This is an optimization exercise on Yosys and OpenROAD, whose aim is small area, not a production implementation.
The RTL was checked by simulation tests, not by an equivalence proof against the original design.

== the previous run ==
// ir_timing_engine
module ir_timing_engine (
    input  wire        clk,
    input  wire        rst,
    input  wire        cmd_valid,
    input  wire [7:0]  cmd,
    input  wire [31:0] op_a,
    input  wire [31:0] op_b,
    output reg         rsp_valid,
    output wire [3:0]  rsp_status,
    output reg  [31:0] rsp_data,
    output wire        carrier_en,
    output wire        line_level,
    output wire        rx_listen
);
Size in the first run: roughly 3700 cells after synthesis, roughly 460 flip-flops, ~120 I/O pins, about 0.031 sq mm of cells after synthesis.
clock: 10.0 ns
lec_check: 0
abc_area: 1
cap_margin: 20
core_margin: 2
core_utilization: 75
cts_cluster_diameter: 80
cts_cluster_size: 24
slew_margin: 20
standard.sh (not shown) runs the stock make flow with config.mk's settings and CLKGATE_MAP_FILE= SYNTH_SCRIPT=/design/flow/synth_recipe.tcl, a recipe that flattens the netlist after the stock synthesis.
==> flow/flow/run.sh <==
#!/bin/bash
set -euo pipefail
bash standard.sh finish \
  "BUFFER_PORTS_ARGS=-buffer_cell sky130_fd_sc_hd__buf_2" \
  "CTS_ARGS=-sink_clustering_enable -repair_clock_nets -sink_clustering_size 24 -sink_clustering_max_diameter 80 -dont_use_dummy_load" \
  > orfs_flow.log 2>&1
The previous run was carried through to the last stage, and its layout satisfied the timing, DRC and antenna checks.
The following lists how the current run was set up differently from the previous run:
diff --git a/flow/design.v b/flow/design.v
--- a/flow/design.v
+++ b/flow/design.v
@@ -245,30 +245,30 @@
                                tx_in_gap, tx_armed};
     wire rx_complete;
     wire sel_pkt = (qsel[11] & rx_set & ~q_hi) | (is_rxc & rx_complete);
     wire q_ok = body & is_qry & ~q_hi;
     wire [31:0] q0 = ({32{qsel[0]}}  & status_word) |
                      ({32{qsel[1]}}  & cfg_start) |
                      ({32{qsel[6]}}  & cfg_tol) |
                      ({32{qsel[7]}}  & {22'd0, active_level, has_checksum, 2'b00, packet_bits}) |
                      ({32{qsel[8] & tx_buffer_set}} & tx_buffer) |
                      ({32{qsel[9]}}  & {26'd0, tx_remaining}) |
                      ({32{qsel[12]}} & {26'd0, rx_bits}) |
                      ({32{qsel[16]}} & {29'd0, fault_code});
-    wire [31:0] ex = is_rxp ? op_b : op_a;
-    wire [31:0] elapsed;
+    wire [31:0] ex_n = is_rxp ? ~op_b : ~op_a;
+    wire [31:0] elapsed_n;
     wire        unused_co;
-    ir_add #(.W(32), .FAST(1)) u_sub (.a(ex), .b(~q1), .ci(1'b1), .s(elapsed), .co(unused_co));
+    ir_add #(.W(32), .FAST(1)) u_sub (.a(q1), .b(ex_n), .ci(1'b0), .s(elapsed_n), .co(unused_co));
     wire e_ge;
-    ir_geq #(32) u_cmp (.a(elapsed), .b(q2), .ci(is_tck), .ge(e_ge));
+    ir_geq #(32) u_cmp (.a(~elapsed_n), .b(q2), .ci(is_tck), .ge(e_ge));
     wire tx_rem_zero = (tx_remaining == 6'd0);
     wire [5:0] tx_bit_index = tx_remaining - 6'd1;
     wire tx_bit = tx_buffer[tx_bit_index[4:0]];
     wire tk_off   = ~tx_armed;
     wire tk_done  = tx_armed & tx_rem_zero;
     wire tk_act   = tx_armed & ~tx_rem_zero;
     wire tk_hold  = tk_act & ~e_ge;
     wire tk_gap   = tk_act & e_ge & ~tx_in_gap;
     wire tk_mark  = tk_act & e_ge & tx_in_gap;
     wire checksum_ok = (rx_packet[1:0] == (rx_packet[3:2] ^ 2'b01));
     assign rx_complete = (~has_checksum | checksum_ok) & (rx_bits == packet_bits);
     wire rx_expired = (|rx_timeout) & e_ge;
Notes after the runs:
- | met2 demand-to-capacity share in global routing | lower: the current run |
- Sort the current run and the previous run by weighted congestion at the end of routability-driven global placement asc -> top: the current run
- Compared with the previous run, the current run shows a lower via-per-instance ratio.
- Re sequential standard cell area: no difference whatsoever between the current run and the previous run.
- For the sequential share of cell area, the current run came in 0.26 points higher than the previous run did.
- The previous run → the current run: routed wire length went down by 2.2%, number of non-clock buffers has increased, final cell count went down by 26.
- Cmp the current run and the previous run / post-layout worst setup margin / lower: the previous run
- The previous run -> the current run: final-report hold violation count delta 0, exact match
- Where maximum frequency is concerned, the previous run is outperformed by the current run.
- Sort the current run and the previous run by final clock period utilization by the worst path asc -> top: the current run
- Diff the previous run -> the current run | number of multi-input logic gates | up slightly

-- static timing again, ports no longer ideal --
No port has a modelled driver above. Below, the same layouts with a new extraction and two added sets of constraints.
Step 1, drivers: a clkbuf_16 drives clk and a buf_2 each remaining input, both assumed.
Step 2 times the ports against the registers' clock, not the clock port: input delays grow and output delays shrink by t, the midpoint of the rising clock arrivals with the driver on.
a / b / c = ideal / step 1 / step 2; a / b = the first two.
run	t (ns)	slack for setup (ns)	cell pins on the clock port's net
the previous run	0.662	0.413 / 0.454 / -0.209	1
the current run	0.658	0.476 / 0.520 / -0.139	1
With both steps, setup timing fails in the previous run and the current run, where it was met with ideal ports. The setup slack of the previous run, which loses most, moves by +0.041 ns with the drivers and by -0.622 ns with both steps.
